Context: an optimization exercise on an open-source flow, tuned for small area, a short achievable clock period and few clock cycles. The choices shown serve that exercise and are no tape-out recipe. Only simulation tests tie the RTL to the original design; equivalence was not proved. Power and IR drop assume default switching activity.

==> lagoon <==
==> flow/design.v <==
module rq_qnt_pre (
    input  wire [31:0] w,
    output wire [24:0] k         
);
    wire        s = w[31];
    wire [7:0]  e = w[30:23];
    wire [22:0] f = w[22:0];
    wire brw   = {f[6:0], 1'b0} < {f[21:15], f[14:0] != 15'd0};
    wire exact = (e == 8'd127 && f[21:0] == 22'd0) || (e == 8'd126 && f == 23'd0);
    wire nan   = (e == 8'd255) && (f != 23'd0);
    wire big   = e[7];                       
    wire tiny  = ~e[7] & ~(e[6:4] == 3'b111) & ~(e[6:0] == 7'h6f);   
    wire [1:0]  cls = (nan | tiny) ? 2'b01 : big ? 2'b10 : 2'b00;
    wire        xb  = brw | (s & exact);
    wire [16:0] y0  = {1'b1, f[22:7]} - {15'd1, f[22]};
    wire [16:0] y1  = {1'b1, f[22:7]} - {14'd0, f[22], ~f[22], ~f[22]};
    wire [16:0] y   = xb ? y1 : y0;
    wire [4:0]  a   = {~e[4], ~e[3:0]};      
    assign k = {s, cls, a, y};
endmodule
module rq_qnt (
    input  wire [24:0] k,
    output wire [15:0] q
);
    wire        s     = k[24];
    wire [1:0]  cls   = k[23:22];
    wire [4:0]  a     = k[21:17];
    wire [16:0] y     = k[16:0];
    wire [17:0] xs  = {s, y ^ {17{s}}};
    wire [17:0] t   = $signed(xs) >>> a;
    wire [17:0] u   = t + 18'd1;
    wire        ovf = u[17] ^ u[16];
    assign q = cls[0]         ? 16'h0000 :
               (cls[1] | ovf) ? {s, {15{~s}}} : u[16:1];
endmodule
module rq_core (
    input  wire        clk,
    input  wire        rst,         
    input  wire        cmd_valid,
    output wire        cmd_ready,
    input  wire [31:0] cmd_data,
    output reg         out_valid,
    output reg  [15:0] out_data
);
    localparam [1:0] ST_UNCONF = 2'd0, ST_READY = 2'd1, ST_ERROR = 2'd2;
    localparam [2:0] C_CFG_TARGET = 3'd1, C_CFG_RATES = 3'd2,
                     C_PROTOCOL   = 3'd3, C_ILLEGAL   = 3'd4;
    localparam integer P_HDR   = 0,    
                       P_CFG   = 1,    
                       P_PRATE = 2,    
                       P_DIV   = 3,    
                       P_CHK   = 4,    
                       P_EMIT0 = 5,    
                       P_EMIT1 = 6,    
                       P_SAMP  = 7,    
                       P_DROP  = 8;    
    reg [1:0]  state;
    reg [2:0]  cause;
    reg [30:0] trate;         
    reg [8:0]  ph;            
    reg        rdy;           
    reg        is_err;        
    reg        pflag;         
    reg        first;         
    reg [32:0] rreg;          
    reg [23:0] remain;        
    reg [23:0] qr;            
    reg        qz;            
    reg [4:0]  cnt;           
    reg        cz;            
    reg [32:0] acc;           
    reg        s1v, s2v;
    reg [31:0] s1;
    reg [24:0] s2;
    assign cmd_ready = rdy;
    wire       hs   = cmd_valid & rdy;
    wire [7:0] op   = cmd_data[31:24];
    wire [23:0] len = cmd_data[23:0];
    wire [24:0] kq;
    wire [15:0] q;
    rq_qnt_pre u_pre (.w(s1), .k(kq));
    rq_qnt     u_qnt (.k(s2), .q(q));
    wire        samp  = ph[P_SAMP] | ph[P_EMIT1];
    wire        bit_n = qr[23];
    wire        cina  = ~first;
    wire [33:0] sa2   = {acc, 1'b1} + {~rreg, cina};
    wire [32:0] sum_a = sa2[33:1];
    wire        a_neg = sum_a[32];
    wire        x_zero = ph[P_PRATE] | ph[P_CHK] | first;
    wire        x_dbl  = ph[P_DIV] & ~first;
    wire [32:0] x_b    = x_zero ? 33'd0 : x_dbl ? {acc[31:0], 1'b0} : acc;
    wire        z_sub  = ph[P_EMIT0] | samp;
    wire        z_t    = ph[P_PRATE] | ph[P_CHK] | (ph[P_DIV] & bit_n & ~cz);
    wire [32:0] z_b    = z_sub ? ~{1'b0, trate, 1'b0} : z_t ? {2'b0, trate} : 33'd0;
    wire [33:0] sb2    = {x_b, 1'b1} + {z_b, z_sub};
    wire [32:0] sum_b  = sb2[33:1];
    wire        pick = acc[32] & ~qz;
    wire        rbad = rreg[31] | ~a_neg;    
    wire        ge   = ~a_neg;               
    wire        h_stop  = (cmd_data == 32'h0300_0000);
    wire        h_cfg   = (cmd_data == 32'h0100_0000);
    wire        h_proc  = (op == 8'h02);
    wire        len_small = (len[23:9] == 15'd0);
    wire        hdr_ill = ~h_stop & ~h_cfg & ~h_proc & (state != ST_ERROR);
    wire        t_bad   = cmd_data[31] | (cmd_data == 32'd0);
    wire        samp_hs = samp & hs;
    wire        e0_go   = ph[P_EMIT0] & ~s1v & ~s2v;    
    wire        acc_a   = (ph[P_DIV] & ~first & ge) | (samp_hs & pick);
    wire        acc_en  = acc_a | ph[P_PRATE] | ph[P_DIV] | ph[P_CHK] | e0_go | samp_hs;
    wire        qr_ld     = ph[P_HDR];
    wire        qr_inc_en = (ph[P_DIV] & ~first & ge) | (ph[P_CHK] & ge);
    wire        qr_shl    = ph[P_DIV] & (first | ~ge) & ~cz;
    wire        qr_dec_en = samp_hs & pick;
    wire [23:0] qr_inc = qr + 24'd1;
    wire [23:0] qr_dec = qr - 24'd1;
    wire        qr_one = (qr == 24'd1);
    wire [23:0] rm_dec = remain - 24'd1;
    wire        rm_one = (remain == 24'd1);
    wire        rm_z   = (remain == 24'd0);
    reg [8:0]  nph;
    always @* begin
        nph = ph;
        if (hs & (ph[P_SAMP] | ph[P_DROP] | ph[P_EMIT1]) & rm_one) begin
            nph = 9'd0; nph[P_HDR] = 1'b1;
        end else if (ph[P_EMIT1]) begin
            nph = 9'd0;
            if (rm_z | (is_err & ~pflag)) nph[P_HDR]  = 1'b1;
            else if (is_err)              nph[P_DROP] = 1'b1;
            else                          nph[P_SAMP] = 1'b1;
        end else if (ph[P_HDR] & hs) begin
            nph = 9'd0;
            if (h_cfg)        nph[P_CFG]   = 1'b1;
            else if (h_proc)  nph[P_PRATE] = 1'b1;
            else if (hdr_ill) nph[P_EMIT0] = 1'b1;
            else              nph[P_HDR]   = 1'b1;
        end else if (ph[P_CFG] & hs) begin
            nph = 9'd0;
            if (state == ST_ERROR)                   nph[P_HDR]   = 1'b1;
            else if (state == ST_READY || t_bad)     nph[P_EMIT0] = 1'b1;
            else                                     nph[P_HDR]   = 1'b1;
        end else if (ph[P_PRATE] & hs) begin
            nph = 9'd0;
            if (state == ST_ERROR)       nph[rm_z ? P_HDR : P_DROP] = 1'b1;
            else if (state == ST_UNCONF) nph[P_EMIT0] = 1'b1;
            else                         nph[P_DIV]   = 1'b1;
        end else if (ph[P_DIV]) begin
            if (first ? rbad : (!ge && cz)) begin
                nph = 9'd0;
                nph[first ? P_EMIT0 : P_CHK] = 1'b1;
            end
        end else if (ph[P_CHK]) begin
            nph = 9'd0; nph[P_EMIT0] = 1'b1;
        end else if (e0_go) begin
            nph = 9'd0; nph[P_EMIT1] = 1'b1;
        end
    end
    always @(posedge clk) begin
        s1 <= cmd_data;
        s2 <= kq;
        out_data <= ph[P_EMIT0] ? (is_err ? 16'he000 : {8'h10, qr[23:16]}) :
                    ph[P_EMIT1] ? (is_err ? {13'd0, cause} : qr[15:0]) : q;
        if (ph[P_CFG]) trate <= cmd_data[30:0];
        if (ph[P_HDR]) remain <= len;
        else if ((samp | ph[P_DROP]) & hs) remain <= rm_dec;
        if (acc_en) acc <= acc_a ? sum_a : sum_b;
        if (qr_ld | qr_inc_en | qr_shl | qr_dec_en)
            qr <= qr_ld ? (len_small ? {len[8:0], 15'd0} : len) :
                  qr_inc_en ? qr_inc : qr_shl ? {qr[22:0], 1'b0} : qr_dec;
        if (qr_ld) begin
            cnt <= len_small ? 5'd9 : 5'd24;
            cz  <= 1'b0;
        end else if (qr_shl) begin
            cnt <= cnt - 5'd1;
            cz  <= (cnt == 5'd1);
        end
        if (ph[P_PRATE]) rreg <= {cmd_data[31], cmd_data};
        else if (e0_go)  rreg <= {sum_a[31:0], 1'b0};        
        if (e0_go) qz <= (qr == 24'd0);
        else if (qr_dec_en) qz <= qr_one;
        if (ph[P_HDR]) pflag <= 1'b0;
        else if (ph[P_PRATE]) pflag <= 1'b1;
        if (rst) begin
            state     <= ST_UNCONF;
            cause     <= 3'd0;
            ph        <= 9'd1;
            rdy       <= 1'b1;
            out_valid <= 1'b0;
            s1v       <= 1'b0;
            s2v       <= 1'b0;
            first     <= 1'b0;
        end else begin
            ph        <= nph;
            rdy       <= nph[P_HDR] | nph[P_CFG] | nph[P_PRATE] | nph[P_SAMP] | nph[P_DROP] |
                         (nph[P_EMIT1] & ~is_err & ~rm_z);
            s1v       <= samp_hs & pick;
            s2v       <= s1v;
            out_valid <= s2v | e0_go | ph[P_EMIT1];
            if (ph[P_PRATE] & hs) first <= (state == ST_READY);
            else if (ph[P_DIV]) first <= 1'b0;
            if (ph[P_HDR] & hs) begin
                if (h_stop) begin
                    state <= ST_UNCONF;
                    cause <= 3'd0;
                end else if (hdr_ill) begin
                    state  <= ST_ERROR;
                    cause  <= C_ILLEGAL;
                    is_err <= 1'b1;
                end
            end
            if (ph[P_CFG] & hs & (state != ST_ERROR)) begin
                if (state == ST_READY) begin
                    state  <= ST_ERROR;
                    cause  <= C_PROTOCOL;
                    is_err <= 1'b1;
                end else if (t_bad) begin
                    state  <= ST_ERROR;
                    cause  <= C_CFG_TARGET;
                    is_err <= 1'b1;
                end else begin
                    state <= ST_READY;
                end
            end
            if (ph[P_PRATE] & hs) begin
                if (state == ST_UNCONF) begin
                    state  <= ST_ERROR;
                    cause  <= C_PROTOCOL;
                    is_err <= 1'b1;
                end else if (state == ST_READY) begin
                    is_err <= 1'b0;
                end
            end
            if (ph[P_DIV] & first & rbad) begin
                state  <= ST_ERROR;
                cause  <= C_CFG_RATES;
                is_err <= 1'b1;
            end
        end
    end
endmodule
==> flow/flow/run.sh <==
#!/bin/bash
# Standard layout, with timing repair aimed below the clock period:
# repair_timing works to a setup slack of SETUP_SLACK_MARGIN ns.
set -euo pipefail
export SETUP_SLACK_MARGIN=8
bash standard.sh > standard_flow.log 2>&1
==> flow/standard.sh <==
#!/bin/bash
# synth_recipe.tcl (not shown) runs the flow's synth.tcl, then flattens the netlist and writes it again
# the make line also repeats each setting of config.mk as NAME=value (left out here)
make -C /OpenROAD-flow-scripts/flow DESIGN_CONFIG=/design/flow/config.mk WORK_HOME=/design/flow/orfs CLKGATE_MAP_FILE= SYNTH_SCRIPT=/design/flow/synth_recipe.tcl "${@:-finish}"
==> flow/config.mk <==
export PLATFORM = sky130hd
export DESIGN_NAME = rq_core
export DESIGN_NICKNAME = rq_core
export VERILOG_FILES = /design/flow/design.v
export SDC_FILE = /design/flow/constraint.sdc
export NUM_CORES = 4
export LEC_CHECK = 0
export CAP_MARGIN = 20
export CORE_MARGIN = 2
export CORE_UTILIZATION = 60
export CTS_BUF_LIST = sky130_fd_sc_hd__clkbuf_4 sky130_fd_sc_hd__clkbuf_8
export CTS_CLUSTER_SIZE = 25
export SLEW_MARGIN = 20
==> flow/constraint.sdc <==
create_clock -name core_clock -period 12.0 [get_ports {clk}]
set_input_delay 2.4000 -clock core_clock [delete_from_list [all_inputs] [get_ports {clk}]]
set_output_delay 2.4000 -clock core_clock [all_outputs]
set_load 0.01 [all_outputs]
==> quartz (differences from lagoon) <==
--- a/flow/design.v
+++ b/flow/design.v
@@ -157,7 +157,7 @@
     always @(posedge clk) begin
         s1 <= cmd_data;
         s2 <= kq;
-        out_data <= ph[P_EMIT0] ? (is_err ? 16'he000 : {8'h10, qr[23:16]}) :
+        out_data <= e0_go       ? (is_err ? 16'he000 : {8'h10, qr[23:16]}) :
                     ph[P_EMIT1] ? (is_err ? {13'd0, cause} : qr[15:0]) : q;
         if (ph[P_CFG]) trate <= cmd_data[30:0];
         if (ph[P_HDR]) remain <= len;
ABC_AREA = 1   (was unset)
CORE_UTILIZATION = 50   (was 60)
CTS_CLUSTER_SIZE = unset   (was 25)
TNS_END_PERCENT = 5   (was unset)
==> maple (differences from lagoon) <==
--- a/flow/design.v
+++ b/flow/design.v
@@ -157,7 +157,7 @@
     always @(posedge clk) begin
         s1 <= cmd_data;
         s2 <= kq;
-        out_data <= ph[P_EMIT0] ? (is_err ? 16'he000 : {8'h10, qr[23:16]}) :
+        out_data <= e0_go       ? (is_err ? 16'he000 : {8'h10, qr[23:16]}) :
                     ph[P_EMIT1] ? (is_err ? {13'd0, cause} : qr[15:0]) : q;
         if (ph[P_CFG]) trate <= cmd_data[30:0];
         if (ph[P_HDR]) remain <= len;
CORE_UTILIZATION = 50   (was 60)
CTS_CLUSTER_SIZE = unset   (was 25)
TNS_END_PERCENT = 5   (was unset)
==> ember (differences from lagoon) <==
--- a/flow/design.v
+++ b/flow/design.v
@@ -157,7 +157,7 @@
     always @(posedge clk) begin
         s1 <= cmd_data;
         s2 <= kq;
-        out_data <= ph[P_EMIT0] ? (is_err ? 16'he000 : {8'h10, qr[23:16]}) :
+        out_data <= e0_go       ? (is_err ? 16'he000 : {8'h10, qr[23:16]}) :
                     ph[P_EMIT1] ? (is_err ? {13'd0, cause} : qr[15:0]) : q;
         if (ph[P_CFG]) trate <= cmd_data[30:0];
         if (ph[P_HDR]) remain <= len;
==> flow/flow/run.sh (replaced) <==
#!/bin/bash
# Standard layout, with timing repair aimed below the clock period
# (setup slack target SETUP_SLACK_MARGIN ns) and the port buffers made
# with buf_4 cells.
set -euo pipefail
export SETUP_SLACK_MARGIN=8.3
export BUFFER_PORTS_ARGS="-buffer_cell sky130_fd_sc_hd__buf_4"
bash standard.sh > standard_flow.log 2>&1
ABC_AREA = 1   (was unset)
CORE_UTILIZATION = 50   (was 60)
CTS_CLUSTER_SIZE = unset   (was 25)
TNS_END_PERCENT = 1   (was unset)
==> summary of the runs <==
- In maple the first-iteration DRC count is larger than in quartz, by about 8%.
- Against lagoon, the utilization of quartz is lower by 13 points.
- Against ember, the total power of lagoon is lower by about 14%.
- Between ember and lagoon, the lower critical path depth is in lagoon (gap 4).
- Die area is about the same in ember and maple.
- Global-route usage, lowest first: ember, maple, quartz, lagoon.
- In quartz the cell area is smaller than in maple, by about 3%.
==> figures <==
quantity                                               quartz           maple          lagoon           ember
Worst hold path cell count                                  0               0               1               0
Status                                         finished clean  finished clean  finished clean  finished clean
Area of the die                                    36,500 um2      36,500 um2      30,400 um2      36,500 um2
Setup crit start                                          rdy       cmd_valid     cmd_data[7]    cmd_data[12]
Number of cells in the design after placement           2,841           2,426           2,328           2,841
Capturing point of the worst reg2reg path              qr[11]         acc[32]          qr[16]         acc[28]
Antenna diode instance count                                0               1               0               0
Buf/Inv on CP                                               1               1               1               3
CP Class                                           reg -> out       in -> reg       in -> reg       in -> reg
Multi-input logic cell count                            1,798           1,559           1,534           1,798
Setup slack after placement                           6950 ps         6480 ps         6430 ps         7170 ps
Number of placement rows                                   68              68              62              68
Final min period                                      4020 ps         3990 ps         4120 ps         3720 ps
Layout clock buffer count                                  73              65              72              60
Initial Utilization                                     0.507           0.507           0.609           0.507
Testbench counts of lagoon, summed over its fixed seeds: cycles 77,367.
Testbench counts of quartz, summed over its fixed seeds: cycles 77,367.
Testbench counts of maple, summed over its fixed seeds: cycles 77,367.
Testbench counts of ember, summed over its fixed seeds: cycles 77,367.


==> run a <==
Starts from the design.v that is shown in full above.
Settings: LEC_CHECK=0, CAP_MARGIN=20, CORE_MARGIN=2, CORE_UTILIZATION=50, CTS_BUF_LIST=sky130_fd_sc_hd__clkbuf_4 sky130_fd_sc_hd__clkbuf_8, SLEW_MARGIN=20; clock period 12.0 ns.
standard.sh (not shown) runs the stock make flow with config.mk's settings and CLKGATE_MAP_FILE= SYNTH_SCRIPT=/design/flow/synth_recipe.tcl, a recipe that flattens the netlist after the stock synthesis.
==> flow/flow/run.sh <==
#!/bin/bash
# Standard layout, with timing repair aimed below the clock period:
# repair_timing works to a setup slack of SETUP_SLACK_MARGIN ns.
set -euo pipefail
export SETUP_SLACK_MARGIN=8.6
bash standard.sh > standard_flow.log 2>&1
==> run b: changes against run a <==
--- a/flow/design.v
+++ b/flow/design.v
@@ -157,7 +157,7 @@
     always @(posedge clk) begin
         s1 <= cmd_data;
         s2 <= kq;
-        out_data <= ph[P_EMIT0] ? (is_err ? 16'he000 : {8'h10, qr[23:16]}) :
+        out_data <= e0_go       ? (is_err ? 16'he000 : {8'h10, qr[23:16]}) :
                     ph[P_EMIT1] ? (is_err ? {13'd0, cause} : qr[15:0]) : q;
         if (ph[P_CFG]) trate <= cmd_data[30:0];
         if (ph[P_HDR]) remain <= len;
==> flow/flow/run.sh (replaced) <==
#!/bin/bash
# Standard layout, with timing repair aimed below the clock period
# (setup slack target SETUP_SLACK_MARGIN ns) and the port buffers made
# with buf_4 cells.
set -euo pipefail
export SETUP_SLACK_MARGIN=8.3
export BUFFER_PORTS_ARGS="-buffer_cell sky130_fd_sc_hd__buf_4"
bash standard.sh > standard_flow.log 2>&1
ABC_AREA = 1   (was not set)
TNS_END_PERCENT = 5   (was not set)
==> run c: changes against run a <==
==> flow/flow/run.sh (replaced) <==
#!/bin/bash
# Standard layout, with timing repair aimed below the clock period:
# repair_timing works to a setup slack of SETUP_SLACK_MARGIN ns.
set -euo pipefail
export SETUP_SLACK_MARGIN=8
bash standard.sh > standard_flow.log 2>&1
==> comparison table <==
| metric | run c | run b | run a |
|---|---|---|---|
| Area growth, synth to finish | 17.71% | 13.65% | 35.97% |
| Total area of multi-input combinational cells | 10770 sq um | 9956 sq um | 12130 sq um |
| Proportion of synthesized area in mux cells | 0.04825 | 0 | 0.04825 |
| Worst Hold Margin | 0.3647 ns | 0.3464 ns | 0.3797 ns |
| Unique cell type count in the Yosys netlist | 94 | 58 | 94 |
| Fmax | 249.2 MHz | 268.5 MHz | 241.7 MHz |
| Post-synthesis area per instance | 8.792 sq um | 7.288 sq um | 8.792 sq um |
| Number of fillers in the final layout | 3116 | 3309 | 2669 |
| Number of gates resized after cts | 148 | 33 | 542 |
| Placer Congestion | 0.9554 | 0.9630 | 0.9086 |
| Status | no timing/DRC/antenna violations | no timing/DRC/antenna violations | no timing/DRC/antenna violations |
| Number of setup buffers added after CTS | 17 | 10 | 139 |
| Internal power | 2.964 mW | 3.164 mW | 3.485 mW |
| Origin of the critical flop-to-flop path | ph[4] | acc[9] | ph[3] |
| Switching Power | 2.390 mW | 2.919 mW | 2.803 mW |
| Count of plain and timing-repair buffers in the layout | 142 | 90 | 281 |
| Worst setup path end | rdy | ph[5] | ph[5] |
| Crit path depth | 10 | 14 | 12 |
Testbench counts of run a, summed over its fixed seeds: cycles 77,367.
Testbench counts of run b, summed over its fixed seeds: cycles 77,367.
Testbench counts of run c, summed over its fixed seeds: cycles 77,367.

-- static timing again, ports no longer ideal --
Ports are ideal in the flow. The routed layouts listed here were re-timed in OpenROAD. Step 1, drivers: a clkbuf_16 drives clk and a buf_2 each remaining input, both assumed. Step 2 times the ports against the registers' clock, not the clock port: input delays grow and output delays shrink by t, the midpoint of the rising clock arrivals with the driver on. Slacks: ideal / step 1 / step 2; pairs: ideal / step 1.
run | t, ns | setup WS [ns] | worst hold slack (ns) | worst register clock-pin slew, ns
lagoon | 0.615 | 7.877 / 7.901 / 7.286 | 0.382 / 0.382 / 0.382 | 0.07 / 0.07
quartz | 0.669 | 7.980 / 7.930 / 7.375 | 0.353 / 0.353 / 0.353 | 0.07 / 0.07
maple | 0.655 | 8.005 / 7.974 / 7.359 | 0.352 / 0.352 / 0.352 | 0.07 / 0.07
ember | 0.643 | 8.283 / 8.249 / 7.659 | 0.345 / 0.345 / 0.345 | 0.07 / 0.07
run a | 0.665 | 7.863 / 7.872 / 7.207 | 0.380 / 0.380 / 0.380 | 0.07 / 0.07
run b | 0.645 | 8.275 / 8.243 / 7.650 | 0.346 / 0.346 / 0.346 | 0.07 / 0.07
run c | 0.679 | 7.988 / 7.974 / 7.295 | 0.365 / 0.365 / 0.365 | 0.07 / 0.07
After both steps setup and hold are still met in every run listed. The setup slack of run c, which loses most, moves by -0.014 ns with the drivers and by -0.693 ns with both steps.
